This design comes from an exercise in tuning for small area, a short achievable clock period and few clock cycles on the open sky130 flow, not from production work.
Function was checked by simulation only, so behaviour that the tests miss may differ from the original.
Power is estimated from default activity; no workload was simulated.

--- flow/config.mk ---
export PLATFORM = sky130hd
export DESIGN_NAME = ncb
export DESIGN_NICKNAME = ncb
export VERILOG_FILES = /design/flow/design.v
export SDC_FILE = /design/flow/constraint.sdc
export NUM_CORES = 4
export LEC_CHECK = 0
export CAP_MARGIN = 20
export CORE_MARGIN = 2
export CORE_UTILIZATION = 25
export PLACE_DENSITY = 0.35
export SLEW_MARGIN = 20
--- flow/constraint.sdc ---
create_clock -name core_clock -period 10.0 [get_ports {clk}]
set_input_delay 2.0000 -clock core_clock [delete_from_list [all_inputs] [get_ports {clk}]]
set_output_delay 2.0000 -clock core_clock [all_outputs]
set_load 0.01 [all_outputs]
--- flow/design.v ---
module ncb (
    input  wire         clk,
    input  wire         rst,
    input  wire         cmd_valid,
    input  wire [31:0]  cmd_word,
    output wire         cmd_ready,
    input  wire [5:0]   host_addr,
    input  wire         host_we,
    input  wire [7:0]   host_wdata,
    output reg  [7:0]   host_rdata,
    output wire [7:0]   status,
    output wire         tr_valid,
    output wire [6:0]   tr_sa,
    output wire [4:0]   tr_wlen,
    output wire [127:0] tr_wdata,
    output wire [4:0]   tr_rlen,
    input  wire         tr_done,
    input  wire         tr_err,
    input  wire [127:0] tr_rdata
);
    localparam [7:0] OP_NOP       = 8'h00, OP_CLRST     = 8'h01,
                     OP_XWR       = 8'h10, OP_XRD       = 8'h11,
                     OP_XCMD      = 8'h12, OP_XRDRAW    = 8'h13,
                     OP_BCDDEC    = 8'h20, OP_BCDENC    = 8'h21,
                     OP_TIMEDEC   = 8'h30, OP_TIMEENC   = 8'h31,
                     OP_CLKDEC    = 8'h32, OP_CLKENC    = 8'h33,
                     OP_DATEDEC   = 8'h34, OP_DATEENC   = 8'h35,
                     OP_AL1ENC    = 8'h36, OP_AL2ENC    = 8'h37,
                     OP_ALENTEST  = 8'h38, OP_ALENABLE  = 8'h39,
                     OP_ALDISABLE = 8'h3A, OP_ALFIRED   = 8'h3B,
                     OP_CRCINIT   = 8'h40, OP_CRCBYTE   = 8'h41,
                     OP_CRC8      = 8'h42, OP_CRCVFY    = 8'h43,
                     OP_FRMPAIR   = 8'h44, OP_FRMSER    = 8'h45;
    localparam [2:0] E_NONE = 3'd0, E_BUS = 3'd1, E_CHK = 3'd2,
                     E_VAL = 3'd3, E_ILL = 3'd4;
    function [7:0] dec;                   
        input [7:0] x;
        dec = {1'b0, x[7:4], 3'd0} + {3'd0, x[7:4], 1'b0} + {4'd0, x[3:0]};
    endfunction
    function mal;
        input [7:0] x;
        mal = (x[7:4] > 4'd9) || (x[3:0] > 4'd9);
    endfunction
    function [7:0] enc;                   
        input [6:0] v;
        integer k;
        reg [14:0] s;
        begin
            s = {8'd0, v};
            for (k = 0; k < 7; k = k + 1) begin
                if (s[10:7] >= 4'd5) s[10:7] = s[10:7] + 4'd3;
                if (s[14:11] >= 4'd5) s[14:11] = s[14:11] + 4'd3;
                s = s << 1;
            end
            enc = s[14:7];
        end
    endfunction
    function [7:0] crc_step;
        input [7:0] c;
        input [7:0] x;
        integer k;
        reg [7:0] r;
        begin
            r = c ^ x;
            for (k = 0; k < 8; k = k + 1)
                r = r[7] ? ((r << 1) ^ 8'h31) : (r << 1);
            crc_step = r;
        end
    endfunction
    integer i;
    reg [7:0]  B [0:15];
    reg [7:0]  V [0:7];
    reg [15:0] W0, W1;
    reg [31:0] SN;
    reg [7:0]  CRC;
    reg [2:0]  st_err;
    reg        st_mal, st_flag, st_fv0, st_fv1, st_stk;
    reg        xfer, crun;                
    reg [6:0]  t_sa;
    reg [4:0]  t_wlen, t_rlen;
    reg [7:0]  t_b0, t_b1;
    reg [7:0]  c_acc;
    reg [3:0]  c_ptr;
    reg [4:0]  c_cnt;
    reg        c_vfy;
    wire idle = !xfer && !crun;
    assign cmd_ready = idle;
    assign status    = {st_stk, st_fv1, st_fv0, st_flag, st_mal, st_err};
    wire take = idle && cmd_valid;                  
    wire hwr  = idle && !cmd_valid && host_we;      
    wire [31:0] w    = cmd_word;
    wire [7:0]  op   = w[31:24];
    wire [4:0]  f_n  = w[4:0];
    wire [7:0]  f_p  = w[15:8];
    wire [3:0]  f_vr = w[11:8];
    wire [3:0]  f_br = w[3:0];
    reg        op_known;
    reg [23:0] op_mask;
    always @* begin
        op_known = 1'b1;
        op_mask  = 24'hFFFFFF;
        case (op)
            OP_NOP, OP_CLRST, OP_CRCINIT:              op_mask = 24'hFFFFFF;
            OP_XWR, OP_XRD:                            op_mask = 24'h8000E0;
            OP_XCMD:                                   op_mask = 24'h800000;
            OP_XRDRAW:                                 op_mask = 24'h80FFE0;
            OP_BCDDEC, OP_BCDENC:                      op_mask = 24'hFFF0F0;
            OP_TIMEDEC, OP_TIMEENC, OP_CLKDEC, OP_CLKENC,
            OP_DATEDEC, OP_DATEENC, OP_CRCBYTE,
            OP_FRMPAIR, OP_FRMSER:                     op_mask = 24'hFFFFF0;
            OP_AL1ENC, OP_AL2ENC, OP_ALENTEST, OP_ALENABLE,
            OP_ALDISABLE, OP_ALFIRED, OP_CRC8, OP_CRCVFY: op_mask = 24'hFF00F0;
            default:                                   op_known = 1'b0;
        endcase
    end
    wire legal = op_known && ((w[23:0] & op_mask) == 24'd0);
    wire is_clrst = op == OP_CLRST;
    wire is_xwr   = op == OP_XWR;
    wire is_xrd   = op == OP_XRD;
    wire is_xcmd  = op == OP_XCMD;
    wire is_xraw  = op == OP_XRDRAW;
    wire is_bdec  = op == OP_BCDDEC;
    wire is_benc  = op == OP_BCDENC;
    wire is_tdec  = op == OP_TIMEDEC;
    wire is_tenc  = op == OP_TIMEENC;
    wire is_cdec  = op == OP_CLKDEC;
    wire is_cenc  = op == OP_CLKENC;
    wire is_ddec  = op == OP_DATEDEC;
    wire is_denc  = op == OP_DATEENC;
    wire is_al1   = op == OP_AL1ENC;
    wire is_al2   = op == OP_AL2ENC;
    wire is_alt   = op == OP_ALENTEST;
    wire is_ale   = op == OP_ALENABLE;
    wire is_ald   = op == OP_ALDISABLE;
    wire is_alf   = op == OP_ALFIRED;
    wire is_cinit = op == OP_CRCINIT;
    wire is_cbyte = op == OP_CRCBYTE;
    wire is_crc8  = op == OP_CRC8;
    wire is_cvfy  = op == OP_CRCVFY;
    wire is_fpair = op == OP_FRMPAIR;
    wire is_fser  = op == OP_FRMSER;
    wire is_frm   = is_fpair || is_fser;
    wire [3:0] sh = crun ? c_ptr : f_br;
    reg [7:0] ry [0:13];
    reg [7:0] rz [0:9];
    reg [7:0] ru [0:7];
    reg [7:0] fb [0:6];
    always @* begin
        for (i = 0; i < 14; i = i + 1)
            if (i < 8) ry[i] = sh[3] ? B[i + 8] : B[i];
            else       ry[i] = B[i];
        for (i = 0; i < 10; i = i + 1) rz[i] = sh[2] ? ry[i + 4] : ry[i];
        for (i = 0; i < 8;  i = i + 1) ru[i] = sh[1] ? rz[i + 2] : rz[i];
        for (i = 0; i < 7;  i = i + 1) fb[i] = sh[0] ? ru[i + 1] : ru[i];
    end
    wire [7:0] d0 = dec(fb[0]);
    wire [7:0] d1 = dec(fb[1]);
    wire [7:0] d3 = dec(fb[3]);
    wire [7:0] d4 = dec(fb[4]);
    wire [7:0] d6 = dec(fb[6]);
    wire [7:0] d2m = dec(fb[2] & 8'h7F);
    wire [7:0] d5m = dec(fb[5] & 8'h7F);
    wire [7:0] hb  = fb[2];
    wire [1:0] hhi = hb[6] ? {1'b0, hb[4]} : hb[5:4];
    wire [7:0] d2h = {1'b0, hhi, 3'd0} + {3'd0, hhi, 1'b0} + {4'd0, hb[3:0]} +
                     ((hb[6] && hb[5]) ? 8'd12 : 8'd0);
    wire m0 = mal(fb[0]), m1 = mal(fb[1]), m3 = mal(fb[3]), m4 = mal(fb[4]),
         m6 = mal(fb[6]);
    wire m2 = fb[2][3:0] > 4'd9;            
    wire m5 = fb[5][3:0] > 4'd9;
    wire [7:0] vsel = V[f_vr[2:0]];
    wire [7:0] ev0 = enc({1'b0, V[0][5:0]});
    wire [7:0] ev1 = enc({1'b0, V[1][5:0]});
    wire [7:0] ev2 = enc({2'b0, V[2][4:0]});
    wire [7:0] ev3 = {5'd0, V[3][2:0]};
    wire [7:0] ev4 = enc({2'b0, V[4][4:0]});
    wire [7:0] ev5 = enc({3'b0, V[5][3:0]});
    wire [7:0] ev6 = enc(is_benc ? vsel[6:0] : V[6][6:0]);    
    wire sec_ok  = V[0] <= 8'd59;
    wire min_ok  = V[1] <= 8'd59;
    wire hour_ok = V[2] <= 8'd23;
    wire wday_ok = V[3] >= 8'd1 && V[3] <= 8'd7;
    wire date_ok = V[4] >= 8'd1 && V[4] <= 8'd31;
    wire mon_ok  = V[5] >= 8'd1 && V[5] <= 8'd12;
    wire year_ok = V[6] <= 8'd99;
    wire al1_mode_ok = (f_p == 8'h0F) || (f_p == 8'h0E) || (f_p == 8'h0C) ||
                       (f_p == 8'h08) || (f_p == 8'h00) || (f_p == 8'h10);
    wire al2_mode_ok = (f_p == 8'h07) || (f_p == 8'h06) || (f_p == 8'h04) ||
                       (f_p == 8'h00) || (f_p == 8'h10);
    wire day_ok = f_p[4] ? wday_ok : date_ok;
    wire [6:0] eday = f_p[4] ? (ev3[6:0] | 7'h40) : ev4[6:0];
    wire       p1   = (f_p == 8'd1);
    wire [7:0] sel  = p1 ? 8'h01 : 8'h02;
    wire [8:0] crc8_end   = {5'd0, f_br} + {1'b0, f_p};
    wire       crc8_bad   = (f_p > 8'd16) || (crc8_end > 9'd16);
    wire       crcvfy_bad = (f_p > 8'd15) || (crc8_end > 9'd15);
    wire [7:0] c_in = crun ? c_acc : (is_cbyte ? CRC : 8'hFF);
    wire [7:0] c1 = crc_step(c_in, fb[0]);
    wire [7:0] c2 = crc_step(c1, fb[1]);
    wire [7:0] f1 = crc_step(crc_step(8'hFF, fb[3]), fb[4]);
    wire ok0 = (c2 == fb[2]);
    wire ok1 = (f1 == fb[5]);
    wire [4:0] c_rem  = crun ? c_cnt : f_p[4:0];
    wire       c_last = (c_rem <= 5'd2);
    wire [7:0] c_res  = (c_rem == 5'd1) ? c1 : c2;
    wire [7:0] c_nx   = (c_rem == 5'd1) ? fb[1] : fb[2];
    reg bad;
    always @* begin
        bad = 1'b0;
        case (op)
            OP_XWR:      bad = f_n > 5'd15;
            OP_XRD, OP_XRDRAW: bad = (f_n == 5'd0) || (f_n > 5'd16);
            OP_BCDDEC:   bad = f_vr > 4'd7;
            OP_BCDENC:   bad = f_vr > 4'd7 || vsel > 8'd99;
            OP_TIMEDEC:  bad = f_br > 4'd9;
            OP_TIMEENC:  bad = f_br > 4'd9 || !(sec_ok && min_ok && hour_ok && wday_ok &&
                                                date_ok && mon_ok && year_ok);
            OP_CLKDEC:   bad = f_br > 4'd13;
            OP_CLKENC:   bad = f_br > 4'd13 || !(sec_ok && min_ok && hour_ok);
            OP_DATEDEC:  bad = f_br > 4'd12;
            OP_DATEENC:  bad = f_br > 4'd12 || !(wday_ok && date_ok && mon_ok && year_ok);
            OP_AL1ENC:   bad = f_br > 4'd12 || !al1_mode_ok ||
                               !(sec_ok && min_ok && hour_ok && day_ok);
            OP_AL2ENC:   bad = f_br > 4'd13 || !al2_mode_ok || !(min_ok && hour_ok && day_ok);
            OP_CRC8:     bad = crc8_bad;
            OP_CRCVFY:   bad = crcvfy_bad;
            OP_FRMPAIR, OP_FRMSER: bad = f_br > 4'd10;
            default:     bad = 1'b0;
        endcase
    end
    wire go = legal && !bad;                        
    wire chk_err = is_frm && !(ok0 && ok1);
    wire [2:0] c_err = !legal ? E_ILL : bad ? E_VAL : chk_err ? E_CHK : E_NONE;
    wire x_go   = go && (is_xwr || is_xrd || is_xcmd || is_xraw);
    wire cr_go  = go && (is_crc8 || is_cvfy) && (f_p != 8'd0);
    reg [7:0] fe [0:6];
    reg [2:0] flen;
    always @* begin
        for (i = 0; i < 7; i = i + 1) fe[i] = 8'd0;
        flen = 3'd0;
        if (is_tenc || is_cenc) begin
            fe[0] = ev0; fe[1] = ev1; fe[2] = ev2;
        end else if (is_denc) begin
            fe[0] = ev3; fe[1] = ev4; fe[2] = ev5; fe[3] = ev6;
        end else if (is_al1) begin
            fe[0] = {f_p[0], ev0[6:0]}; fe[1] = {f_p[1], ev1[6:0]};
            fe[2] = {f_p[2], ev2[6:0]}; fe[3] = {f_p[3], eday};
        end else if (is_al2) begin
            fe[0] = {f_p[0], ev1[6:0]}; fe[1] = {f_p[1], ev2[6:0]};
            fe[2] = {f_p[2], eday};
        end else if (is_benc) begin
            fe[0] = ev6;
        end else if (is_ale) begin
            fe[0] = fb[0] | (p1 ? 8'h05 : 8'h02);
        end else begin
            fe[0] = fb[0] & ~sel;
        end
        if (is_tenc) begin
            fe[3] = ev3; fe[4] = ev4; fe[5] = ev5; fe[6] = ev6;
        end
        if (is_tenc)                  flen = 3'd7;
        else if (is_denc || is_al1)   flen = 3'd4;
        else if (is_cenc || is_al2)   flen = 3'd3;
        else if (is_benc || is_ale || is_ald || is_alf) flen = 3'd1;
    end
    wire fw = take && go && (flen != 3'd0);
    reg [7:0] g1 [0:7];
    reg [7:0] g2 [0:9];
    reg [7:0] g3 [0:13];
    reg [7:0] g4 [0:15];
    always @* begin
        for (i = 0; i < 8; i = i + 1)
            if (i == 0)      g1[i] = fe[0];
            else if (i == 7) g1[i] = fe[6];
            else             g1[i] = f_br[0] ? fe[i - 1] : fe[i];
        for (i = 0; i < 10; i = i + 1)
            if (i < 2)       g2[i] = g1[i];
            else if (i >= 8) g2[i] = g1[i - 2];
            else             g2[i] = f_br[1] ? g1[i - 2] : g1[i];
        for (i = 0; i < 14; i = i + 1)
            if (i < 4)        g3[i] = g2[i];
            else if (i >= 10) g3[i] = g2[i - 4];
            else              g3[i] = f_br[2] ? g2[i - 4] : g2[i];
        for (i = 0; i < 16; i = i + 1)
            if (i < 8)        g4[i] = g3[i];
            else if (i >= 14) g4[i] = g3[i - 8];
            else              g4[i] = f_br[3] ? g3[i - 8] : g3[i];
    end
    wire [4:0] fend = {1'b0, f_br} + {2'b0, flen};
    reg [15:0] fw_en;
    always @* begin
        for (i = 0; i < 16; i = i + 1)
            fw_en[i] = fw && (i[4:0] >= {1'b0, f_br}) && (i[4:0] < fend);
    end
    assign tr_valid = xfer;
    assign tr_sa    = t_sa;
    assign tr_wlen  = t_wlen;
    assign tr_rlen  = t_rlen;
    assign tr_wdata = {B[14], B[13], B[12], B[11], B[10], B[9], B[8], B[7],
                       B[6], B[5], B[4], B[3], B[2], B[1], t_b1, t_b0};
    wire rd_ok = xfer && tr_done && !tr_err;
    always @* begin
        host_rdata = 8'h00;
        if (host_addr < 6'h10)       host_rdata = B[host_addr[3:0]];
        else if (host_addr < 6'h18)  host_rdata = V[host_addr[2:0]];
        else case (host_addr)
            6'h18: host_rdata = W0[15:8];
            6'h19: host_rdata = W0[7:0];
            6'h1A: host_rdata = W1[15:8];
            6'h1B: host_rdata = W1[7:0];
            6'h1C: host_rdata = SN[31:24];
            6'h1D: host_rdata = SN[23:16];
            6'h1E: host_rdata = SN[15:8];
            6'h1F: host_rdata = SN[7:0];
            6'h20: host_rdata = CRC;
            6'h21: host_rdata = status;
            default: host_rdata = 8'h00;
        endcase
    end
    wire tdec_go = take && go && is_tdec;
    wire cdec_go = take && go && is_cdec;
    wire ddec_go = take && go && is_ddec;
    wire bdec_go = take && go && is_bdec;
    always @(posedge clk) begin
        if (rst) begin
            for (i = 0; i < 16; i = i + 1) B[i] <= 8'h00;
            for (i = 0; i < 8;  i = i + 1) V[i] <= 8'h00;
            W0 <= 16'h0000;  W1 <= 16'h0000;  SN <= 32'h0;  CRC <= 8'hFF;
            st_err <= 3'd0; st_mal <= 1'b0; st_flag <= 1'b0;
            st_fv0 <= 1'b0; st_fv1 <= 1'b0; st_stk <= 1'b0;
            xfer <= 1'b0; crun <= 1'b0;
        end else begin
            for (i = 0; i < 16; i = i + 1) begin
                if (hwr && host_addr == i)            B[i] <= host_wdata;
                else if (rd_ok && i < t_rlen)         B[i] <= tr_rdata[8*i +: 8];
                else if (fw_en[i])                    B[i] <= g4[i];
            end
            if (hwr && host_addr[5:3] == 3'b010) V[host_addr[2:0]] <= host_wdata;
            if (tdec_go || cdec_go) begin
                V[0] <= d0; V[1] <= d1; V[2] <= d2h;
            end
            if (tdec_go) begin
                V[3] <= d3; V[4] <= d4; V[5] <= d5m; V[6] <= d6;
            end
            if (ddec_go) begin
                V[3] <= d0; V[4] <= d1; V[5] <= d2m; V[6] <= d3;
            end
            if (bdec_go) V[f_vr[2:0]] <= d0;
            if (hwr && host_addr == 6'h20) CRC <= host_wdata;
            if (take && legal && is_cinit) CRC <= 8'hFF;
            if (take && legal && is_cbyte) CRC <= c1;
            if (take && go && (is_crc8 || is_cvfy)) begin
                if (f_p == 8'd0) CRC <= 8'hFF;
                else if (c_last) CRC <= c_res;
            end
            if (crun && c_last) CRC <= c_res;
            if (take && go && is_fpair && ok0) W0 <= {fb[0], fb[1]};
            if (take && go && is_fpair && ok1) W1 <= {fb[3], fb[4]};
            if (take && go && is_fser && ok0 && ok1) SN <= {fb[0], fb[1], fb[3], fb[4]};
            if (take) begin
                st_err <= c_err;
                st_mal <= go && ((is_tdec && (m0 | m1 | m2 | m3 | m4 | m5 | m6)) ||
                                 (is_cdec && (m0 | m1 | m2)) ||
                                 (is_ddec && (m0 | m1 | m2 | m3)) ||
                                 (is_bdec && m0));
                if (c_err != E_NONE) st_stk <= 1'b1;
                else if (is_clrst)   st_stk <= 1'b0;
                if (go && is_frm) begin
                    st_fv0 <= ok0;
                    st_fv1 <= ok1;
                end
                if (go && is_alt) st_flag <= fb[0][2] && ((fb[0] & sel) != 8'd0);
                if (go && is_alf) st_flag <= (fb[0] & sel) != 8'd0;
                if (go && is_cvfy) begin
                    if (f_p == 8'd0)  st_flag <= (fb[0] == 8'hFF);
                    else if (c_last)  st_flag <= (c_res == c_nx);
                end
            end
            if (crun && c_last && c_vfy) st_flag <= (c_res == c_nx);
            if (xfer && tr_done && tr_err) begin
                st_err <= E_BUS;
                st_stk <= 1'b1;
            end
            if (take && x_go) xfer <= 1'b1;
            if (xfer && tr_done) xfer <= 1'b0;
            if (take && cr_go && !c_last) crun <= 1'b1;
            if (crun && c_last) crun <= 1'b0;
        end
        if (take) begin
            t_sa   <= w[22:16];
            t_wlen <= is_xwr ? f_n + 5'd1 : is_xrd ? 5'd1 : is_xcmd ? 5'd2 : 5'd0;
            t_rlen <= (is_xrd || is_xraw) ? f_n : 5'd0;
            t_b0   <= w[15:8];
            t_b1   <= is_xcmd ? w[7:0] : B[0];
            c_vfy  <= is_cvfy;
        end
        if (take || crun) begin
            c_acc <= c2;
            c_ptr <= sh + 4'd2;
            c_cnt <= c_rem - 5'd2;
        end
    end
endmodule
--- flow/run.sh ---
#!/bin/bash
# synth_recipe.tcl (not shown) runs the flow's synth.tcl, then flattens the netlist and writes it again
# the make line also repeats each setting of config.mk as NAME=value (left out here)
make -C /OpenROAD-flow-scripts/flow DESIGN_CONFIG=/design/flow/config.mk WORK_HOME=/design/flow/orfs CLKGATE_MAP_FILE= SYNTH_SCRIPT=/design/flow/synth_recipe.tcl finish
==> flow_summary.yaml, run 1 <==
detailed_routing:
  route.antenna.remaining_nets: 0
  dr_total_vias: 34533
  viasPerCell: 5.98
  drtPass1Iterations: 9
  wl_um: 211000
  wl_per_cell_um: 36.6
  drc: 0
  drtIter0Drc: 4959
worst_setup_path:
  crit_slowest_cell: "o31ai_1"
  r2r_slack_ns: 2.36
  path_class: "input pin to flip-flop"
  cpMostUsedCell: "ha_1"
  worstPathArrival_ns: 9.76
  max_stage_delay_ns: 0.79
  start_kind: "input pin"
  worstPathRequired_ns: 10.57
  end_kind: "flip-flop"
  critPathMaxFanout: 7
logic_synthesis:
  synth-edff-count: 115
  synth_cell_types: 101
  synth_top_flop_cell: "dfxtp_1"
  ys_seq_area_share_pct: 25.3
  yosys_warnings: 11
  async_reset_ff_share_pct: 0
  syn_inst: 3775
  synth_nets: 4068
  ys_seq_elements: 325
  synthesis.area_sq_mm: 0.0303
  synth_area_per_cell_sq_um: 8.01
cells_and_area:
  final_cell_mix: "nand2_1 (476), nor2_1 (346), clkdlybuf4s50_1 (332), a21oi_1 (318), mux2i_1 (277)"
  fillers: 12824
  final_common_cell: "nand2_1"
  nets: 4412
  area_growth_pct: 25.2
  drive_gt1_share_pct: 11.3
  post-route-util_pct: 31.6
pwr:
  leakage_uw: 0.0141
  powerDensity_mw_per_mm2: 116
  ir_drop_mv: 0.116
timing:
  slew_headroom_pct: 19.0
  slew_violations: 0
  fin_crit_ns: 9.19
  tns_ns: 0
  skew_ns: 0.0464
  fin_crit_sh_pct: 91.9
  rsz0062_at_grt: "false"
  timing.fmax_mhz: 109
  tightest_slew_ns: 1.21
  setup_viol: 0
  finalHoldViolCount: 0
flow_run:
  max-cap-violations: 0
min_path:
  hold_path_class: "flip-flop to flip-flop"
floorplan:
  die_x_um: 352
  ios: 343
  fp.coreArea_sq_mm: 0.120
  rows: 127
  start_util_pct: 25.2
  die_y_um: 352
  dieArea_sq_mm: 0.124
global_route:
  grt_pass1_wl_um: 283000
  grt_pass1_vias: 32483
  grtUsageTotal_pct: 33.0
  grt.overflow.total: 0
  antenna_found_initial: 10
  grt_max_degree: 78
clock_tree:
  cts_sinks: 325
  cts_buffers: 47
  post_cts_buffers: 0
  clkTransAtPathRegs_ns: 0.06
  cts_tree: "built"
  htree_num_levels: 2
  cts_hold_buffers: 0
  clk_latency_ns: 0.65
  cts_root_buf: "clkbuf_16"
  cts_resized: 0
  max-clock-path-buffers: 3
outcome:
  status: "no timing/DRC/antenna violations"
placed_design:
  port_buffers: 342
  dp_hpwl_um: 167000
  gp_congestion: 0.976
## critical path, delay by kind of cell
family,cells,cell delay (ns)
AOI/OAI and AO/OA,10,2.35
adders and majority gates,6,1.34
and+or+nand+nor,9,2.14
buffers and inverters,6,1.18
muxes,2,0.53
xor gates and xnor gates,1,0.19
## power breakdown
group	internal [uW]	switching [uW]	total [uW]
registers	1410	31.2	1440
logic	428	805	1230
clock network	976	734	1710
## cell usage after synthesis, types with 24 or more instances
cell type	n	share of area [%]
o21ai_0	210	3.5
xnor2_1	74	2.1
a22oi_1	70	1.7
o22ai_1	47	0.97
nand3_1	65	1.1
mux2i_1	278	9.2
inv_1	105	1.3
a211oi_1	70	1.7
nor3_1	113	1.9
o21a_1	24	0.60
edfxtp_1	115	11
o211ai_1	28	0.69
nand2_1	476	5.9
a21oi_1	319	5.3
nor2b_1	30	0.62
a222oi_1	68	2.2
buf_1	37	0.46
and3_1	37	0.77
nand2b_1	28	0.58
nand4_1	31	0.64
a21o_1	36	0.89
xor2_1	47	1.4
a31oi_1	50	1.0
o31ai_1	35	0.87
a221oi_1	36	1.0
nor2_1	347	4.3
mux4_2	45	3.4
dfxtp_1	210	14
clkbuf_1	205	2.5
ha_1	95	3.9
a22o_1	25	0.72
mux2_2	48	1.8
## final timing paths
check | from | end | cells after the start
setup / recovery | cmd_word[30] | B[5][6]$_SDFFE_PP0P_ | 34
hold / removal | SN[20]$_SDFFE_PP0P_ | SN[20]$_SDFFE_PP0P_ | 2
setup reg to reg | V[6][4]$_DFFE_PP_ | B[5][6]$_SDFFE_PP0P_ | 33
hold reg to reg | SN[20]$_SDFFE_PP0P_ | SN[20]$_SDFFE_PP0P_ | 2
## cell families after synthesis
family                     Yosys count  synth area share, %
AOI/OAI and AO/OA                 1188                 26.3
xor gates and xnor gates           141                 4.87
buffers and inverters              389                 5.15
DFF                                325                 25.3
muxes                              379                 14.8
adders and majority gates          113                 5.12
and+or+nand+nor                   1240                 18.5
## flip-flops by register name, summed over array words and instances (netlist names), 7 cells and up
name   count
W0        16
CRC        8
t_b1       8
W1        16
B        128
V         64
t_b0       8
SN        32
c_acc      8
t_sa       7
## per-stage QoR
| step | total power (uW) | cells | hold slack, ns | instance area, sq um | setup WS, ns |
|---|---|---|---|---|---|
| 6_report | 4390 | 5771 | 0.460 | 37900 | 0.808 |
| 3_3_place_gp | 2690 | 5678 | 0.445 | 36300 | 0.294 |
| 4_1_cts | 4400 | 5765 | 0.458 | 37800 | 0.838 |
| 2_1_floorplan | 2140 | 3775 | 0.434 | 30300 | 1.20 |
| 3_5_place_dp | 2680 | 5680 | 0.447 | 36400 | 0.215 |
| 5_1_grt | 4520 | 5767 | 0.473 | 37900 | 0.310 |
## layer usage
| layer | part of all wire [%] | vias to the layer above | global-route usage, % |
|---|---|---|---|
| met5 | 0.019 | - | 0 |
| met4 | 5.3 | 6 | 15.0 |
| met3 | 9.2 | 402 | 6.71 |
| met2 | 42 | 1947 | 49.4 |
| met1 | 43 | 17276 | 45.4 |
| li1 | - | 14902 | - |
## cell type report
type	instances	area (sq um)	area share (%)
antenna	4	10.0	0.0264
multi-input combinational	3061	21100	55.8
tap	1612	2020	5.32
inverter	112	422	1.11
timing repair buffer	572	5150	13.6
clock inverter	15	160	0.423
clock buffer	70	1340	3.52
sequential	325	7660	20.2
Testbench counts, summed over its fixed seeds: cycles 23,374.
==> run 2, diff against run 1 <==
--- a/flow/design.v
+++ b/flow/design.v
@@ -45,12 +45,9 @@
         input [6:0] v;
-        integer k;
-        reg [14:0] s;
+        reg [3:0] t, k;
         begin
-            s = {8'd0, v};
-            for (k = 0; k < 7; k = k + 1) begin
-                if (s[10:7] >= 4'd5) s[10:7] = s[10:7] + 4'd3;
-                if (s[14:11] >= 4'd5) s[14:11] = s[14:11] + 4'd3;
-                s = s << 1;
-            end
-            enc = s[14:7];
+            t = (v >= 7'd90) ? 4'd9 : (v >= 7'd80) ? 4'd8 : (v >= 7'd70) ? 4'd7 :
+                (v >= 7'd60) ? 4'd6 : (v >= 7'd50) ? 4'd5 : (v >= 7'd40) ? 4'd4 :
+                (v >= 7'd30) ? 4'd3 : (v >= 7'd20) ? 4'd2 : (v >= 7'd10) ? 4'd1 : 4'd0;
+            k = {t[2:0], 1'b0} + {t[0], 3'b0};      
+            enc = {t, v[3:0] - k};
         end
@@ -177,3 +174,4 @@
     wire [7:0] ev5 = enc({3'b0, V[5][3:0]});
-    wire [7:0] ev6 = enc(is_benc ? vsel[6:0] : V[6][6:0]);    
+    wire [7:0] ev6 = enc(V[6][6:0]);
+    wire [7:0] evs = enc(vsel[6:0]);                 
     wire sec_ok  = V[0] <= 8'd59;
@@ -197,7 +195,11 @@
     wire [7:0] c_in = crun ? c_acc : (is_cbyte ? CRC : 8'hFF);
-    wire [7:0] c1 = crc_step(c_in, fb[0]);
-    wire [7:0] c2 = crc_step(c1, fb[1]);
-    wire [7:0] f1 = crc_step(crc_step(8'hFF, fb[3]), fb[4]);
-    wire ok0 = (c2 == fb[2]);
-    wire ok1 = (f1 == fb[5]);
+    wire [7:0] l1a  = crc_step(8'h00, fb[0]);
+    wire [7:0] l2a  = crc_step(l1a, fb[1]);
+    wire [7:0] l2b  = crc_step(crc_step(8'h00, fb[3]), fb[4]);
+    wire [7:0] k1   = crc_step(c_in, 8'h00);
+    wire [7:0] c1   = l1a ^ k1;
+    wire [7:0] c2   = l2a ^ crc_step(k1, 8'h00);
+    wire [7:0] kff  = crc_step(crc_step(8'hFF, 8'h00), 8'h00);
+    wire ok0 = ((l2a ^ fb[2]) == kff);
+    wire ok1 = ((l2b ^ fb[5]) == kff);
     wire [4:0] c_rem  = crun ? c_cnt : f_p[4:0];
@@ -240,5 +242,3 @@
         flen = 3'd0;
-        if (is_tenc || is_cenc) begin
-            fe[0] = ev0; fe[1] = ev1; fe[2] = ev2;
-        end else if (is_denc) begin
+        if (is_denc) begin
             fe[0] = ev3; fe[1] = ev4; fe[2] = ev5; fe[3] = ev6;
@@ -250,10 +250,4 @@
             fe[2] = {f_p[2], eday};
-        end else if (is_benc) begin
-            fe[0] = ev6;
-        end else if (is_ale) begin
-            fe[0] = fb[0] | (p1 ? 8'h05 : 8'h02);
         end else begin
-            fe[0] = fb[0] & ~sel;
-        end
-        if (is_tenc) begin
+            fe[0] = ev0; fe[1] = ev1; fe[2] = ev2;
             fe[3] = ev3; fe[4] = ev4; fe[5] = ev5; fe[6] = ev6;
@@ -263,5 +257,9 @@
         else if (is_cenc || is_al2)   flen = 3'd3;
-        else if (is_benc || is_ale || is_ald || is_alf) flen = 3'd1;
     end
     wire fw = take && go && (flen != 3'd0);
+    wire       sb_cmd = take && go && (is_benc || is_ale || is_ald || is_alf);
+    wire [3:0] sb_a   = take ? f_br : host_addr[3:0];
+    wire [7:0] sb     = !take ? host_wdata : is_benc ? evs :
+                        is_ale ? (fb[0] | (p1 ? 8'h05 : 8'h02)) : (fb[0] & ~sel);
+    wire       sb_go  = sb_cmd || (hwr && host_addr[5:4] == 2'b00);
     reg [7:0] g1 [0:7];
@@ -333,3 +331,3 @@
             for (i = 0; i < 16; i = i + 1) begin
-                if (hwr && host_addr == i)            B[i] <= host_wdata;
+                if (sb_go && sb_a == i)               B[i] <= sb;
                 else if (rd_ok && i < t_rlen)         B[i] <= tr_rdata[8*i +: 8];
--- a/flow/config.mk
+++ b/flow/config.mk
@@ -11,2 +11,3 @@
 export PLACE_DENSITY = 0.35
+export SETUP_SLACK_MARGIN = 4.5
 export SLEW_MARGIN = 20
==> run 2 against run 1 <==
Against the previous run:
- count of clock-buffer cells in the layout shrank 15
- die area grew 4.7%
- register-to-register slack gained 2.1 ns
- synthesized area grew 4.7%
- critical endpoint is now host_rdata[5]
- largest cell class unchanged
- highest routed layer unchanged
==> flow_summary.yaml, run 2 <==
outcome:
  status: "no timing/DRC/antenna violations"
logic_synthesis:
  synthMuxAreaShare_pct: 16.8
  yosys_warnings: 11
  synth_cell_types: 113
  ys_seq_elements: 325
  synth_xor_area_share_pct: 6.87
  synth_top_flop_cell: "dfxtp_1"
  yosys.area_share.simple_pct: 18.2
  synth_area_per_cell_sq_um: 8.18
  ys_seq_area_share_pct: 24.2
  synth.largest_area_cell: "dfxtp_1"
  synth_top_family_by_area: "compound AO/OA/AOI/OAI gates"
  synthTopCellsByCount: "nor2_1 (488), nand2_1 (395), a21oi_1 (278)"
  synth-compound-area-share_pct: 23.2
  synthesis.area_sq_mm: 0.0317
  synth.top_cell.area_share_pct: 13.3
  synth_nets: 4169
  synth.most_common_cell: "nor2_1"
  synth-edff-count: 115
  async_reset_ff_share_pct: 0
  syn_inst: 3876
  synth_area_leaders: "dfxtp_1 (13%), edfxtp_1 (11%), mux2i_1 (8.1%)"
  synthAdderAreaFrac_pct: 5.01
detailed_routing:
  route.antenna.remaining_nets: 0
  drtIter0Drc: 4945
  wl_met1_um: 98600
  dr_total_vias: 37282
  dr_wl_met2_um: 95600
  viasPerCell: 6.00
  drtPass1Iterations: 6
  drc: 0
  wl_met3_um: 21700
  routed.top_layer: "met5"
  wl_per_cell_um: 36.9
  wl_um: 229000
cells_and_area:
  multi_input_area_sq_mm: 0.0265
  top_regs: "B (128), V (64), SN (32)"
  final_common_cell: "nor2_1"
  final_cell_mix: "nor2_1 (426), nand2_1 (363), buf_4 (345), clkdlybuf4s50_1 (312), a21oi_1 (221)"
  area_growth_pct: 50.8
  top_register: "B"
  nets: 4827
  seq_area_sq_mm: 0.00766
  drive_gt1_share_pct: 31.0
  stdcell_area_sq_mm: 0.0478
  fillers: 12911
  largest_reg_flops: 128
flow_run:
  max-cap-violations: 0
timing:
  finalHoldViolCount: 0
  skew_ns: 0.0382
  tns_ns: 0
  fin_crit_sh_pct: 59.8
  fin_crit_ns: 5.98
  slew_headroom_pct: 16.6
  timing.fmax_mhz: 167
  tightest_slew_ns: 1.24
  rsz0062_at_grt: "true"
  setup_viol: 0
  slew_violations: 0
clock_tree:
  cts_root_buf: "clkbuf_16"
  cts_tree: "built"
  htree_num_levels: 2
  max-clock-path-buffers: 3
  cts_sinks: 325
  cts_hold_buffers: 0
  clk_latency_ns: 0.64
  cts_buffers: 43
  clkTransAtPathRegs_ns: 0.06
floorplan:
  die_y_um: 360
  die_x_um: 360
  ios: 343
  rows: 130
  start_util_pct: 25.2
  dieArea_sq_mm: 0.130
  fp.coreArea_sq_mm: 0.126
placed_design:
  dp_hpwl_um: 170000
  place_area_sq_mm: 0.0377
  gp_congestion: 0.973
  port_buffers: 342
worst_setup_path:
  critPathBufInv: 5
  critPathMaxFanout: 7
  crit_family: "multiplexers"
  r2r-end: "W0[4]$_SDFFE_PP0P_"
  worstPathArrival_ns: 3.98
  r2r-start: "crun$_SDFFE_PP0P_"
  crit_slowest_cell: "mux4_2"
  reg2reg_depth: 18
  max_stage_delay_ns: 0.52
  path_class: "input pin to output pin"
  worstPathRequired_ns: 8.00
  start_kind: "input pin"
  r2r_slack_ns: 4.49
  critical_path.cell_chain: "buf_16, buf_12, buf_12, buf_6, mux4_2, mux2i_4, o2111a_1, a22oi_2, buf_2"
  cpMostUsedCell: "buf_12"
  end_kind: "output pin"
global_route:
  grt_pass1_vias: 34521
  grt_max_degree: 81
  grt_pass1_wl_um: 301000
  grt.overflow.total: 0
  grtUsageTotal_pct: 33.3
  antenna_found_initial: 9
min_path:
  holdPathStages: 2
  hold_end: "SN[10]$_SDFFE_PP0P_"
  hold_path_class: "flip-flop to flip-flop"
  hp-start: "SN[10]$_SDFFE_PP0P_"
pwr:
  powerDensity_mw_per_mm2: 102
  leakage_uw: 0.0182
  ir_drop_mv: 0.117
run 2: what timing repair did:
action | CTS | global route
gates resized for setup | 515 | 460
pin swaps | 99 | 201
cloned | 31 | 23
hold endpoints to repair | 0 | 0
setup buffers | 182 | 198
setup endpoints to repair | 352 | 338
run 2: through the flow:
| step | worst slack (ns) | utilization [%] | hold WS (ns) | power (uW) | std cells |
|---|---|---|---|---|---|
| floorplan | 4.00 | - | 0.438 | 2220 | 3876 |
| global placement | 1.79 | 30.0 | 0.450 | 2810 | 5704 |
| detailed placement | 1.83 | 30.0 | 0.453 | 2800 | 5705 |
| CTS | 3.99 | 34.7 | 0.461 | 4650 | 5995 |
| global route | 3.99 | 38.0 | 0.493 | 4960 | 6216 |
| finish | 4.02 | 38.0 | 0.463 | 4850 | 6217 |
run 2: routing by layer:
layer / track usage (%) / up-vias
met5: 0 / -
met4: 14.6 / 6
met2: 49.5 / 2297
met3: 6.66 / 498
met1: 46.2 / 18768
li1: - / 15713
run 2: how the worst max path moves through the flow:
stage,from,to,slack [ns],depth (start not counted)
floorplan,cmd_word[3],W0[7]$_SDFFE_PP0P_,4.00,18
global placement,host_addr[0],host_rdata[5],1.79,11
detailed placement,host_addr[0],host_rdata[5],1.83,11
CTS,host_addr[0],host_rdata[5],3.99,9
global route,host_addr[0],host_rdata[1],3.99,9
finish,host_addr[0],host_rdata[5],4.02,9
run 2: layout make-up:
type                            count  share of cell area (%)
Multi-Input combinational cell   3142                    55.4
Antenna cell                        1                 0.00524
Inverter                          142                    1.33
Clock buffer                       55                    2.47
Clock inverter                     22                   0.550
Timing Repair inverter              4                  0.0681
Sequential cell                   325                    16.0
Timing Repair Buffer              876                    19.8
Tap cell                         1650                    4.32
run 2: worst reg2reg max path, cell delays in order (launching register included):
cell and delay (ns):
dfxtp_2 0.57, buf_4 0.48, mux2i_4 0.45, buf_6 0.17
buf_4 0.20, o41ai_2 0.16, a311oi_2 0.42, a211o_4 0.31
buf_12 0.16, xor2_4 0.17, xnor3_2 0.47, xnor3_1 0.39
or2_1 0.24, mux2i_2 0.21, nand2_1 0.12, or3_4 0.47
buf_16 0.17, mux2i_2 0.16, nor2_1 0.07
run 2: cell families after synthesis:
| logic type | Yosys count |
|---|---|
| flops | 325 |
| compound gates | 1098 |
| xor+xnor | 215 |
| fa+ha+maj | 116 |
| mux | 413 |
| buf+inv | 425 |
| simple gates | 1284 |
run 2: power by group:
part	switching [uW]	leakage (uW)	internal, uW	total, uW
sequential	55.8	0.00283	1410	1470
clock	693	0.000694	942	1640
combinational	1060	0.0146	690	1750
Testbench counts of run 2, summed over its fixed seeds: cycles 23,374.
==> run 3, diff against run 2 <==
--- a/flow/config.mk
+++ b/flow/config.mk
@@ -9,4 +9,4 @@
 export CORE_MARGIN = 2
-export CORE_UTILIZATION = 25
-export PLACE_DENSITY = 0.35
+export CORE_UTILIZATION = 45
+export PLACE_DENSITY = 0.6
 export SETUP_SLACK_MARGIN = 4.5
==> run 3 against run 2 <==
Against the previous run:
- sequential power hardly changed
- sequential share of layout area is 1.1 points higher
- global-route usage increased by 16 points
==> flow_summary.yaml, run 3 <==
pwr:
  powerDensity_mw_per_mm2: 106
  netSwitchingFraction_pct: 36.2
  p_int_uw: 3010
  power_frac_comb_pct: 34.7
  leakage_uw: 0.0171
  p_sw_uw: 1710
  ir_drop_mv: 0.124
  p_seq_share_pct: 30.9
  clockPowerShare_pct: 34.4
logic_synthesis:
  yosys_warnings: 11
  synthesis.area_sq_mm: 0.0317
  synthTopCellsByCount: "nor2_1 (488), nand2_1 (395), a21oi_1 (278)"
  synth_nets: 4169
  yosys.area_share.simple_pct: 18.2
  synth_cell_types: 113
  synthMuxAreaShare_pct: 16.8
  synth-compound-area-share_pct: 23.2
  synth.top_cell.area_share_pct: 13.3
  synth_top_family_by_area: "compound AO/OA/AOI/OAI gates"
  synthAdderAreaFrac_pct: 5.01
  synth_xor_area_share_pct: 6.87
  synth-edff-count: 115
  ys_seq_area_share_pct: 24.2
  ys_seq_elements: 325
  syn_inst: 3876
  synth.largest_area_cell: "dfxtp_1"
  synth_top_flop_cell: "dfxtp_1"
  synth.most_common_cell: "nor2_1"
  synth_area_per_cell_sq_um: 8.18
  synth_area_leaders: "dfxtp_1 (13%), edfxtp_1 (11%), mux2i_1 (8.1%)"
  async_reset_ff_share_pct: 0
clock_tree:
  cts_hold_buffers: 0
  htree_num_levels: 2
  cts_sinks: 325
  cts_buffers: 42
  max-clock-path-buffers: 3
  cts_root_buf: "clkbuf_16"
  cts_tree: "built"
  clk_latency_ns: 0.62
  clkTransAtPathRegs_ns: 0.06
placed_design:
  gp_congestion: 1.05
  dp_hpwl_um: 138000
  port_buffers: 342
  dpl_worst_slack_ns: 1.82
global_route:
  grt_pass1_wl_um: 260000
  grt_max_degree: 94
  grt_pass1_vias: 34828
  antenna_found_initial: 2
  grt.overflow.total: 0
  grtUsageTotal_pct: 49.6
min_path:
  hold_path_class: "flip-flop to flip-flop"
  holdPathStages: 2
detailed_routing:
  drc: 0
  viasPerCell: 6.97
  dr_total_vias: 37463
  wl_per_cell_um: 35.5
  drtPass1Iterations: 10
  drtIter0Drc: 6262
  wl_um: 191000
  route.antenna.remaining_nets: 0
flow_run:
  max-cap-violations: 0
worst_setup_path:
  end_kind: "output pin"
  worstPathArrival_ns: 3.92
  worstPathRequired_ns: 8.00
  reg2reg_depth: 18
  path_class: "input pin to output pin"
  start_kind: "input pin"
  critPathMaxFanout: 6
floorplan:
  die_x_um: 269
  start_util_pct: 45.3
  dieArea_sq_mm: 0.0726
  rows: 97
  die_y_um: 269
  fp.coreArea_sq_mm: 0.0699
  ios: 343
timing:
  slew_headroom_pct: 14.5
  fin_crit_sh_pct: 59.2
  slew_violations: 0
  tns_ns: 0
  rsz0062_at_grt: "true"
  fin_crit_ns: 5.92
  timing.fmax_mhz: 169
  finalHoldViolCount: 0
  setup_viol: 0
  final.setup.worst_slack_ns: 4.08
  skew_ns: 0.0205
  tightest_slew_ns: 1.28
outcome:
  status: "no timing/DRC/antenna violations"
cells_and_area:
  post-route-util_pct: 64.0
  final_cell_mix: "nor2_1 (433), nand2_1 (363), clkdlybuf4s50_1 (312), buf_4 (273), a21oi_1 (233)"
  drive_gt1_share_pct: 27.2
  area_growth_pct: 41.1
  nets: 4694
  largest_reg_flops: 128
  top_regs: "B (128), V (64), SN (32)"
  top_register: "B"
  final_common_cell: "nor2_1"
  fillers: 5927
[run 3: power groups by stage]
stage | Sequential [uW] | Clock, uW | Combinational [uW]
3_5_place_dp | 1480 | 0 | 1200
4_1_cts | 1460 | 1610 | 1450
6_report | 1460 | 1620 | 1640
3_3_place_gp | 1480 | 0 | 1200
5_1_grt | 1460 | 1650 | 1670
2_1_floorplan | 1460 | 0 | 763
[run 3: worst paths after layout]
path | slack (ns) | from | end
max | 4.08 | host_addr[2] | host_rdata[4]
min | 0.46 | SN[9]$_SDFFE_PP0P_ | SN[9]$_SDFFE_PP0P_
max reg2reg | 4.46 | crun$_SDFFE_PP0P_ | st_stk$_SDFFE_PP0P_
min reg2reg | 0.46 | SN[9]$_SDFFE_PP0P_ | SN[9]$_SDFFE_PP0P_
[run 3: critical path, stage by stage]
cell and delay (ns):
buf_16 0.12, buf_16 0.14, buf_12 0.12, nand2b_1 0.27
nor2_1 0.12, a311oi_2 0.31, a31oi_1 0.11, o22ai_2 0.33
a22oi_2 0.13, clkdlybuf4s15_2 0.26
[run 3: timing repair]
action                     in CTS  in global routing
setup buffers                 180                117
gates cloned                   25                  9
setup endpoints to repair     352                332
pin swaps                     105                118
resized for setup             503                304
[run 3: layout make-up]
cell class | count | area, sq um | area share, %
multi-input cells | 3135 | 25900 | 57.9
repair buffers | 752 | 7940 | 17.8
flip-flops and latches | 325 | 7660 | 17.1
clock buffers | 56 | 1210 | 2.71
well taps | 940 | 1180 | 2.63
inverters | 142 | 612 | 1.37
clock inverters | 17 | 188 | 0.420
repair inverters | 3 | 26.3 | 0.0588
diodes | 4 | 10.0 | 0.0224
[run 3: layer usage]
| metal | vias up | wire (um) | global-route usage, % |
|---|---|---|---|
| met2 | 3462 | 76500 | 71.0 |
| met4 | 2 | 18600 | 37.1 |
| met3 | 851 | 26900 | 14.2 |
| li1 | 15399 | - | - |
| met5 | - | 16 | 0 |
| met1 | 17749 | 68600 | 63.2 |
[run 3: cells by family after synthesis]
family,after synthesis
muxes,413
buffers and inverters,425
xor gates and xnor gates,215
AOI/OAI and AO/OA,1098
DFF,325
and+or+nand+nor,1284
adders and majority gates,116
[run 3: stage by stage]
step | cells | area, sq um | power, uW | hold WS (ns)
final | 5374 | 44700 | 4720 | 0.464
after floorplan | 3876 | 32900 | 2220 | 0.438
after global placement | 4965 | 36500 | 2680 | 0.448
after global routing | 5370 | 44700 | 4790 | 0.472
after detailed placement | 4965 | 36500 | 2680 | 0.455
after CTS | 5243 | 42200 | 4510 | 0.463
==> run 4, diff against run 3 <==
--- a/flow/design.v
+++ b/flow/design.v
@@ -75,9 +75,10 @@
     reg        xfer, crun;                
-    reg [6:0]  t_sa;
-    reg [4:0]  t_wlen, t_rlen;
-    reg [7:0]  t_b0, t_b1;
-    reg [7:0]  c_acc;
-    reg [3:0]  c_ptr;
-    reg [4:0]  c_cnt;
-    reg        c_vfy;
+    reg [6:0]  r_sa;
+    reg [4:0]  t_wlen, r_n;
+    reg [7:0]  r_a, t_b1;
+    wire [7:0] c_acc = r_a;
+    wire [3:0] c_ptr = r_sa[3:0];
+    wire [4:0] c_cnt = r_n;
+    wire       c_vfy = r_sa[4];
+    wire [4:0] t_rlen = r_n;
     wire idle = !xfer && !crun;
@@ -235,3 +236,4 @@
     wire [2:0] c_err = !legal ? E_ILL : bad ? E_VAL : chk_err ? E_CHK : E_NONE;
-    wire x_go   = go && (is_xwr || is_xrd || is_xcmd || is_xraw);
+    wire is_xop = is_xwr || is_xrd || is_xcmd || is_xraw;
+    wire x_go   = go && is_xop;
     wire cr_go  = go && (is_crc8 || is_cvfy) && (f_p != 8'd0);
@@ -293,3 +295,3 @@
     assign tr_valid = xfer;
-    assign tr_sa    = t_sa;
+    assign tr_sa    = r_sa;
     assign tr_wlen  = t_wlen;
@@ -297,3 +299,3 @@
     assign tr_wdata = {B[14], B[13], B[12], B[11], B[10], B[9], B[8], B[7],
-                       B[6], B[5], B[4], B[3], B[2], B[1], t_b1, t_b0};
+                       B[6], B[5], B[4], B[3], B[2], B[1], t_b1, r_a};
     wire rd_ok = xfer && tr_done && !tr_err;
@@ -387,13 +389,14 @@
         if (take) begin
-            t_sa   <= w[22:16];
             t_wlen <= is_xwr ? f_n + 5'd1 : is_xrd ? 5'd1 : is_xcmd ? 5'd2 : 5'd0;
-            t_rlen <= (is_xrd || is_xraw) ? f_n : 5'd0;
-            t_b0   <= w[15:8];
             t_b1   <= is_xcmd ? w[7:0] : B[0];
-            c_vfy  <= is_cvfy;
         end
-        if (take || crun) begin
-            c_acc <= c2;
-            c_ptr <= sh + 4'd2;
-            c_cnt <= c_rem - 5'd2;
+        if (take && is_xop) begin
+            r_sa <= w[22:16];
+            r_n  <= (is_xrd || is_xraw) ? f_n : 5'd0;
+            r_a  <= w[15:8];
+        end else if (take || crun) begin
+            r_sa[3:0] <= sh + 4'd2;
+            r_sa[4]   <= crun ? c_vfy : is_cvfy;
+            r_n       <= c_rem - 5'd2;
+            r_a       <= c2;
         end
==> flow/flow/run.sh (new file) <==
#!/bin/bash
# The standard layout, with the port buffers that ORFS inserts during global
# placement made from the smallest plain buffer (buf_1) instead of ORFS's
# default pick; the resizer still upsizes any of them that timing needs.
set -euo pipefail
export BUFFER_PORTS_ARGS="-buffer_cell sky130_fd_sc_hd__buf_1"
bash standard.sh > standard.log 2>&1
==> flow/standard.sh (new file) <==
#!/bin/bash
# synth_recipe.tcl (not shown) runs the flow's synth.tcl, then flattens the netlist and writes it again
# the make line also repeats each setting of config.mk as NAME=value (left out here)
make -C /OpenROAD-flow-scripts/flow DESIGN_CONFIG=/design/flow/config.mk WORK_HOME=/design/flow/orfs CLKGATE_MAP_FILE= SYNTH_SCRIPT=/design/flow/synth_recipe.tcl "${@:-finish}"
--- a/flow/config.mk
+++ b/flow/config.mk
@@ -9,5 +9,5 @@
 export CORE_MARGIN = 2
-export CORE_UTILIZATION = 45
-export PLACE_DENSITY = 0.6
-export SETUP_SLACK_MARGIN = 4.5
+export CORE_UTILIZATION = 25
+export PLACE_DENSITY = 0.35
+export SETUP_SLACK_MARGIN = 4.0
 export SLEW_MARGIN = 20
removed: flow/run.sh
==> run 4 against run 3 <==
Against the previous run:
- hold slack improved by 0.013 ns
- count of clock-buffer cells in the layout increased by 4
- via count fell by 2.1%
- non-clock buffer count decreased by 67
- combinational power increased by about 10%
- clock power is essentially flat
- utilization fell by 31 points
- final cell count rose by 12%
- register-to-register slack lost 0.18 ns
- setup slack got worse by 0.087 ns
- synthesized cell count rose by 1.7%
==> flow_summary.yaml, run 4 <==
cells_and_area:
  drive_gt1_share_pct: 19.1
  final_cell_mix: "nor2_1 (435), nand2_1 (419), buf_1 (324), buf_4 (280), a21oi_1 (265)"
  fillers: 13262
  top_register: "B"
  final_common_cell: "nor2_1"
  top_regs: "B (128), V (64), SN (32)"
  post-route-util_pct: 32.5
  area_growth_pct: 28.5
  nets: 4667
  largest_reg_flops: 128
detailed_routing:
  viasPerCell: 6.08
  route.antenna.remaining_nets: 0
  wl_um: 228000
  drc: 0
  dr_total_vias: 36674
  wl_per_cell_um: 37.8
  drtPass1Iterations: 6
  drtIter0Drc: 4604
clock_tree:
  clkTransAtPathRegs_ns: 0.06
  max-clock-path-buffers: 3
  cts_sinks: 307
  cts_tree: "built"
  htree_num_levels: 2
  cts_root_buf: "clkbuf_16"
  cts_buffers: 43
  clk_latency_ns: 0.64
  cts_hold_buffers: 0
worst_setup_path:
  crit_path_end: "host_rdata[4]"
  r2r_slack_ns: 4.28
  critical_path.cell_chain: "buf_8, buf_16, buf_4, and2_4, nand3_1, o211ai_1, a21oi_1, o211ai_1, o21ai_2, a22oi_2, buf_2"
  r2r-start: "crun$_SDFFE_PP0P_"
  cpMostUsedCell: "o211ai_1"
  crit_path_start: "host_addr[0]"
  path_class: "input pin to output pin"
  crit_family: "compound AO/OA/AOI/OAI gates"
  critPathBufInv: 4
  worstPathRequired_ns: 8.00
  critPathMaxFanout: 14
  crit_cells: 11
  reg2reg_depth: 18
  r2r-end: "SN[0]$_SDFFE_PP0P_"
  worstPathArrival_ns: 4.01
  crit_slowest_cell: "a22oi_2"
  start_kind: "input pin"
  max_stage_delay_ns: 0.28
  end_kind: "output pin"
pwr:
  p_total_uw: 4860
  clockPowerShare_pct: 33.8
  netSwitchingFraction_pct: 39.9
  p_int_uw: 2920
  p_sw_uw: 1940
  power_frac_comb_pct: 37.2
  powerDensity_mw_per_mm2: 123
  leakage_uw: 0.0147
  p_seq_share_pct: 29.0
  ir_drop_mv: 0.0999
min_path:
  hold_path_class: "flip-flop to flip-flop"
timing:
  fin_crit_ns: 6.01
  slew_violations: 0
  finalHoldViolCount: 0
  rsz0062_at_grt: "true"
  slew_headroom_pct: 8.13
  timing.hold.ws_ns: 0.478
  skew_ns: 0.0501
  fin_crit_sh_pct: 60.1
  setup_viol: 0
  timing.fmax_mhz: 166
  tns_ns: 0
  tightest_slew_ns: 1.37
global_route:
  grt_pass1_vias: 33969
  antenna_found_initial: 8
  grt_pass1_wl_um: 301000
  grt_max_degree: 81
  grt.overflow.total: 0
  grtUsageTotal_pct: 34.4
flow_run:
  max-cap-violations: 0
logic_synthesis:
  synthTopCellsByCount: "nor2_1 (464), nand2_1 (441), a21oi_1 (278)"
  synth_nets: 4234
  syn_inst: 3942
  synth-edff-count: 97
  async_reset_ff_share_pct: 0
  ys_seq_elements: 307
  synth_area_per_cell_sq_um: 7.82
  synth_area_leaders: "dfxtp_1 (14%), edfxtp_1 (9.4%), mux2i_1 (7.0%)"
  yosys_warnings: 11
  synth_top_flop_cell: "dfxtp_1"
  synth_cell_types: 105
  synthesis.area_sq_mm: 0.0308
  synth.most_common_cell: "nor2_1"
  ys_seq_area_share_pct: 23.1
  synth.top_cell.area_share_pct: 13.6
  synth.largest_area_cell: "dfxtp_1"
floorplan:
  dieArea_sq_mm: 0.126
  rows: 128
  fp.coreArea_sq_mm: 0.122
  die_y_um: 355
  ios: 343
  die_x_um: 355
  start_util_pct: 25.3
placed_design:
  dp_hpwl_um: 175000
  gp_congestion: 1.02
  port_buffers: 342
outcome:
  status: "no timing/DRC/antenna violations"
run 4: logic make-up (layout without fill, tap and decap cells):
logic type | count (synthesis) | in the layout | share of synthesized area [%]
buffers and inverters | 427 | 882 | 5.73
adder cells (fa/ha/maj) | 114 | 114 | 5.05
flip-flops | 307 | 307 | 23.1
AO/OA/AOI/OAI | 1198 | 1199 | 25.8
multiplexers | 329 | 333 | 13.3
AND/OR/NAND/NOR | 1359 | 1363 | 19.8
other | 0 | 3 | 0
XOR/XNOR | 208 | 208 | 7.13
run 4: how the worst min path moves through the flow:
stage,from,end,slack (ns),cells after the start
6_report,SN[23]$_SDFFE_PP0P_,SN[23]$_SDFFE_PP0P_,0.48,2
5_1_grt,SN[13]$_SDFFE_PP0P_,SN[13]$_SDFFE_PP0P_,0.51,2
4_1_cts,SN[7]$_SDFFE_PP0P_,SN[7]$_SDFFE_PP0P_,0.48,2
3_5_place_dp,SN[7]$_SDFFE_PP0P_,SN[7]$_SDFFE_PP0P_,0.47,2
3_3_place_gp,SN[12]$_SDFFE_PP0P_,SN[12]$_SDFFE_PP0P_,0.46,2
2_1_floorplan,SN[18]$_SDFFE_PP0P_,SN[18]$_SDFFE_PP0P_,0.44,2
run 4: stage by stage:
stage	cells	worst slack [ns]	instance area (sq um)
2_1_floorplan	3942	4.00	31000
3_3_place_gp	5777	1.56	34400
3_5_place_dp	5781	1.50	34500
4_1_cts	5942	3.98	38000
5_1_grt	6031	3.95	39600
6_report	6034	3.99	39600
run 4: layout make-up:
type,count,area [sq um],share of cell area [%]
Inverter,120,484,1.22
Antenna cell,3,7.51,0.0189
Clock buffer,60,1240,3.14
Clock inverter,16,174,0.439
Timing Repair inverter,1,6.26,0.0158
Sequential cell,307,7120,18.0
Timing Repair Buffer,685,4790,12.1
Multi-Input combinational cell,3217,23800,60.0
Tap cell,1625,2030,5.13
run 4: what timing repair did:
action / in CTS / in global routing
gates cloned: 12 / 10
hold endpoints to repair: 0 / 0
setup buffers: 73 / 79
setup endpoints to repair: 349 / 321
pin swaps: 35 / 33
gates resized for setup: 266 / 171
run 4: power groups by stage:
stage	sequential (uW)	clock, uW	combinational (uW)
finish	1410	1640	1810
CTS	1410	1650	1680
floorplan	1400	0	893
global route	1410	1680	1870
detailed placement	1430	0	1530
global placement	1430	0	1530
run 4: routing by layer:
metal | global-route usage [%] | share of wire, % | wire length (um)
met5 | 0 | 0.011 | 26
met4 | 20.4 | 7.7 | 17500
met3 | 6.83 | 8.9 | 20300
met2 | 52.0 | 42 | 96400
met1 | 45.3 | 41 | 94000
run 4: worst min-delay path: cells and delay by family, from the launching register on:
family,cells,cell delay (ns)
AO/OA/AOI/OAI,2,0.12
flip-flops,1,0.31
Testbench counts of run 4, summed over its fixed seeds: cycles 23,374.
==> run 5, diff against run 4 <==
--- a/flow/design.v
+++ b/flow/design.v
@@ -54,2 +54,23 @@
     endfunction
+    function [4:0] lim16;                 
+        input [3:0] b;
+        integer k;
+        begin
+            lim16 = 5'd16;
+            for (k = 1; k < 16; k = k + 1)
+                if (b == k) lim16 = 16 - k;
+        end
+    endfunction
+    function gt5;                         
+        input [4:0] a;
+        input [4:0] b;
+        integer k;
+        reg g;
+        begin
+            g = 1'b0;
+            for (k = 0; k < 5; k = k + 1)
+                g = (a[k] & ~b[k]) | ((a[k] | ~b[k]) & g);
+            gt5 = g;
+        end
+    endfunction
     function [7:0] crc_step;
@@ -192,5 +213,6 @@
     wire [7:0] sel  = p1 ? 8'h01 : 8'h02;
-    wire [8:0] crc8_end   = {5'd0, f_br} + {1'b0, f_p};
-    wire       crc8_bad   = (f_p > 8'd16) || (crc8_end > 9'd16);
-    wire       crcvfy_bad = (f_p > 8'd15) || (crc8_end > 9'd15);
+    wire [4:0] lim8 = lim16(f_br);
+    wire [4:0] limv = {1'b0, ~f_br};
+    wire       crc8_bad   = (f_p[7:5] != 3'd0) || gt5(f_p[4:0], lim8);
+    wire       crcvfy_bad = (f_p[7:5] != 3'd0) || gt5(f_p[4:0], limv);
     wire [7:0] c_in = crun ? c_acc : (is_cbyte ? CRC : 8'hFF);
@@ -288,8 +310,6 @@
     end
-    wire [4:0] fend = {1'b0, f_br} + {2'b0, flen};
-    reg [15:0] fw_en;
-    always @* begin
-        for (i = 0; i < 16; i = i + 1)
-            fw_en[i] = fw && (i[4:0] >= {1'b0, f_br}) && (i[4:0] < fend);
-    end
+    wire [6:0]  fpat  = is_tenc ? 7'h7F : (is_denc || is_al1) ? 7'h0F :
+                        (is_cenc || is_al2) ? 7'h07 : 7'h00;
+    wire [22:0] fwin  = {16'd0, fpat} << f_br;
+    wire [15:0] fw_en = (take && go) ? fwin[15:0] : 16'd0;
     assign tr_valid = xfer;
@@ -301,20 +321,21 @@
     wire rd_ok = xfer && tr_done && !tr_err;
-    always @* begin
-        host_rdata = 8'h00;
-        if (host_addr < 6'h10)       host_rdata = B[host_addr[3:0]];
-        else if (host_addr < 6'h18)  host_rdata = V[host_addr[2:0]];
-        else case (host_addr)
-            6'h18: host_rdata = W0[15:8];
-            6'h19: host_rdata = W0[7:0];
-            6'h1A: host_rdata = W1[15:8];
-            6'h1B: host_rdata = W1[7:0];
-            6'h1C: host_rdata = SN[31:24];
-            6'h1D: host_rdata = SN[23:16];
-            6'h1E: host_rdata = SN[15:8];
-            6'h1F: host_rdata = SN[7:0];
-            6'h20: host_rdata = CRC;
-            6'h21: host_rdata = status;
-            default: host_rdata = 8'h00;
-        endcase
-    end
+    function [7:0] sel4;
+        input [1:0] s;
+        input [7:0] a, b, c, d;
+        sel4 = s[1] ? (s[0] ? d : c) : (s[0] ? b : a);
+    endfunction
+    wire [1:0] ha0 = host_addr[1:0], ha1 = host_addr[3:2], ha2 = host_addr[5:4];
+    wire [7:0] hg_b0 = sel4(ha0, B[0],  B[1],  B[2],  B[3]);
+    wire [7:0] hg_b1 = sel4(ha0, B[4],  B[5],  B[6],  B[7]);
+    wire [7:0] hg_b2 = sel4(ha0, B[8],  B[9],  B[10], B[11]);
+    wire [7:0] hg_b3 = sel4(ha0, B[12], B[13], B[14], B[15]);
+    wire [7:0] hg_v0 = sel4(ha0, V[0],  V[1],  V[2],  V[3]);
+    wire [7:0] hg_v1 = sel4(ha0, V[4],  V[5],  V[6],  V[7]);
+    wire [7:0] hg_w  = sel4(ha0, W0[15:8], W0[7:0], W1[15:8], W1[7:0]);
+    wire [7:0] hg_s  = sel4(ha0, SN[31:24], SN[23:16], SN[15:8], SN[7:0]);
+    wire [7:0] hg_c  = sel4(ha0, CRC, status, 8'h00, 8'h00);
+    wire [7:0] hh_b  = sel4(ha1, hg_b0, hg_b1, hg_b2, hg_b3);
+    wire [7:0] hh_v  = sel4(ha1, hg_v0, hg_v1, hg_w, hg_s);
+    wire [7:0] hh_c  = sel4(ha1, hg_c, 8'h00, 8'h00, 8'h00);
+    always @* host_rdata = sel4(ha2, hh_b, hh_v, hh_c, 8'h00);
     wire tdec_go = take && go && is_tdec;
--- a/flow/config.mk
+++ b/flow/config.mk
@@ -7,2 +7,3 @@
 export LEC_CHECK = 0
+export ABC_AREA = 1
 export CAP_MARGIN = 20
@@ -11,3 +12,3 @@
 export PLACE_DENSITY = 0.35
-export SETUP_SLACK_MARGIN = 4.0
+export SETUP_SLACK_MARGIN = 4.2
 export SLEW_MARGIN = 20
==> run 5 against run 4 <==
Against the previous run:
- sequential share of layout area up 0.11 points
- largest cell class unchanged
- clock skew fell by 0.024 ns
- still clean on timing, DRC and antenna
- combinational power is 7% higher
- final area down 0.63%
- clock power grew 3%
- synthesized cell count up 38%
- critical endpoint is now host_rdata[5]
- fmax is 2.7% higher
- wire length is 3.2% higher
- critical path depth shrank 3
- count of clock-buffer cells in the layout increased by 6
- non-clock buffer count fell by 118
==> flow_summary.yaml, run 5 <==
global_route:
  grtUsageTotal_pct: 34.4
  antenna_found_initial: 15
  grt_pass1_vias: 38311
  grt_pass1_wl_um: 316000
  grt.overflow.total: 0
  grt_max_degree: 72
logic_synthesis:
  synth_area_per_cell_sq_um: 5.89
  yosys_warnings: 11
  ys_seq_elements: 307
  synth_top_flop_cell: "dfxtp_1"
  async_reset_ff_share_pct: 0
  synth.most_common_cell: "nand2_1"
  synth_area_leaders: "nand2_1 (18%), dfxtp_1 (13%), o21ai_0 (11%)"
  synth_cell_types: 74
  synthesis.area_sq_mm: 0.0320
  synth.top_cell.area_share_pct: 18.0
  syn_inst: 5430
  ys_seq_area_share_pct: 22.3
  synth.largest_area_cell: "nand2_1"
  synth-edff-count: 97
  synthTopCellsByCount: "nand2_1 (1,532), o21ai_0 (709), inv_1 (506)"
  synth_nets: 5716
pwr:
  power_frac_comb_pct: 38.7
  p_seq_share_pct: 27.3
  leakage_uw: 0.0166
  clockPowerShare_pct: 34.0
  netSwitchingFraction_pct: 43.3
  p_sw_uw: 2160
  powerDensity_mw_per_mm2: 126
  p_int_uw: 2820
  ir_drop_mv: 0.108
timing:
  fin_crit_ns: 5.85
  finalHoldViolCount: 0
  slew_violations: 0
  skew_ns: 0.0265
  tightest_slew_ns: 1.15
  setup_viol: 0
  tns_ns: 0
  fin_crit_sh_pct: 58.5
  rsz0062_at_grt: "true"
  slew_headroom_pct: 23.0
  final.setup.worst_slack_ns: 4.15
  timing.fmax_mhz: 171
worst_setup_path:
  path_class: "input pin to output pin"
  start_kind: "input pin"
  worstPathRequired_ns: 8.00
  end_kind: "output pin"
  critPathMaxFanout: 21
  worstPathArrival_ns: 3.85
cells_and_area:
  fillers: 14651
  top_register: "B"
  seq_area_sq_mm: 0.00712
  drive_gt1_share_pct: 12.0
  post-route-util_pct: 31.0
  nets: 6048
  instances_no_fill: 7465
  stdcell_area_sq_mm: 0.0394
  final_common_cell: "nand2_1"
  top_regs: "B (128), V (64), SN (32)"
  largest_reg_flops: 128
  area_growth_pct: 23.2
  final_cell_mix: "nand2_1 (1,457), o21ai_0 (638), inv_1 (493), nor2_1 (447), nand3_1 (416)"
  multi_input_area_sq_mm: 0.0227
outcome:
  status: "no timing/DRC/antenna violations"
detailed_routing:
  drtIter0Drc: 5445
  viasPerCell: 5.58
  dr_total_vias: 41686
  wl_um: 236000
  wl_per_cell_um: 31.6
  drtPass1Iterations: 6
  route.antenna.remaining_nets: 0
  drc: 0
placed_design:
  place_area_sq_mm: 0.0350
  gp_congestion: 1.04
  port_buffers: 342
  dp_cells: 7272
  dpl_worst_slack_ns: 1.48
  dp_hpwl_um: 182000
clock_tree:
  max-clock-path-buffers: 3
  cts_buffers: 45
  htree_num_levels: 2
  clk_latency_ns: 0.65
  cts_tree: "built"
  cts_hold_buffers: 0
  clkTransAtPathRegs_ns: 0.05
  cts_root_buf: "clkbuf_16"
  cts_sinks: 307
floorplan:
  die_x_um: 362
  rows: 131
  die_y_um: 362
  ios: 343
  dieArea_sq_mm: 0.131
  fp.coreArea_sq_mm: 0.127
  start_util_pct: 25.1
flow_run:
  max-cap-violations: 0
min_path:
  hold_path_class: "flip-flop to flip-flop"
## run 5: worst max-delay path: stages
cell       delay, ns
clkbuf_16       0.18
inv_6           0.15
o21ai_0         0.46
nand3_1         0.13
nand3_1         0.17
nand2_4         0.13
a221o_1         0.39
buf_1           0.16
## run 5: what timing repair did
action	4_1_cts	5_1_grt
setup buffers	43	35
pin swaps	21	34
endpoints found under the setup margin	350	325
gates cloned	19	8
gates resized for setup	244	236
## run 5: cells by family (layout without fill, tap and decap cells)
| kind of cell | Yosys count | after routing | share of synthesized area, % |
|---|---|---|---|
| AOI/OAI and AO/OA | 1420 | 1421 | 24.7 |
| xor gates and xnor gates | 91 | 91 | 2.67 |
| adders and majority gates | 106 | 106 | 4.53 |
| buffers and inverters | 844 | 1204 | 10.8 |
| DFF | 307 | 307 | 22.3 |
| muxes | 8 | 8 | 0.254 |
| other | 0 | 5 | 0 |
| and+or+nand+nor | 2654 | 2661 | 34.8 |
## run 5: path summary, 6_finish.rpt
kind / start / end / slack [ns] / cells after the start
worst max-delay path: host_addr[0] / host_rdata[5] / 4.15 / 8
worst min-delay path: SN[30]$_SDFFE_PP0P_ / SN[30]$_SDFFE_PP0P_ / 0.46 / 2
worst max register to register: crun$_SDFFE_PP0P_ / V[3][6]$_DFFE_PP_ / 4.58 / 22
worst min register to register: SN[30]$_SDFFE_PP0P_ / SN[30]$_SDFFE_PP0P_ / 0.46 / 2
## run 5: power groups by stage
stage / registers, uW / clock network [uW] / logic (uW)
CTS: 1360 / 1710 / 1800
global route: 1360 / 1750 / 2030
finish: 1360 / 1690 / 1930
global placement: 1380 / 0 / 1700
floorplan: 1370 / 0 / 974
detailed placement: 1380 / 0 / 1690
## run 5: cell type report
class	count	share of cell area, %
inverter	549	5.55
sequential	307	18.1
timing repair buffer	567	9.61
clock buffer	66	3.42
multi-input combinational	4287	57.5
timing repair inverter	5	0.111
antenna	5	0.0318
tap	1662	5.28
clock inverter	17	0.403
## run 5: through the flow
stage               hold WS [ns]  total power, uW
finish                     0.457             4980
global route               0.477             5150
CTS                        0.458             4860
detailed placement         0.451             3070
global placement           0.443             3080
floorplan                  0.430             2340
## run 5: layer usage
| layer | GRT usage [%] | vias up | share of wire (%) |
|---|---|---|---|
| met4 | 19.8 | 2 | 7.0 |
| met5 | 0 | - | 0.0042 |
| met3 | 3.81 | 435 | 7.6 |
| met1 | 45.2 | 20124 | 42 |
| met2 | 54.3 | 2285 | 43 |
| li1 | - | 18840 | - |
Testbench counts of run 5, summed over its fixed seeds: cycles 23,374.
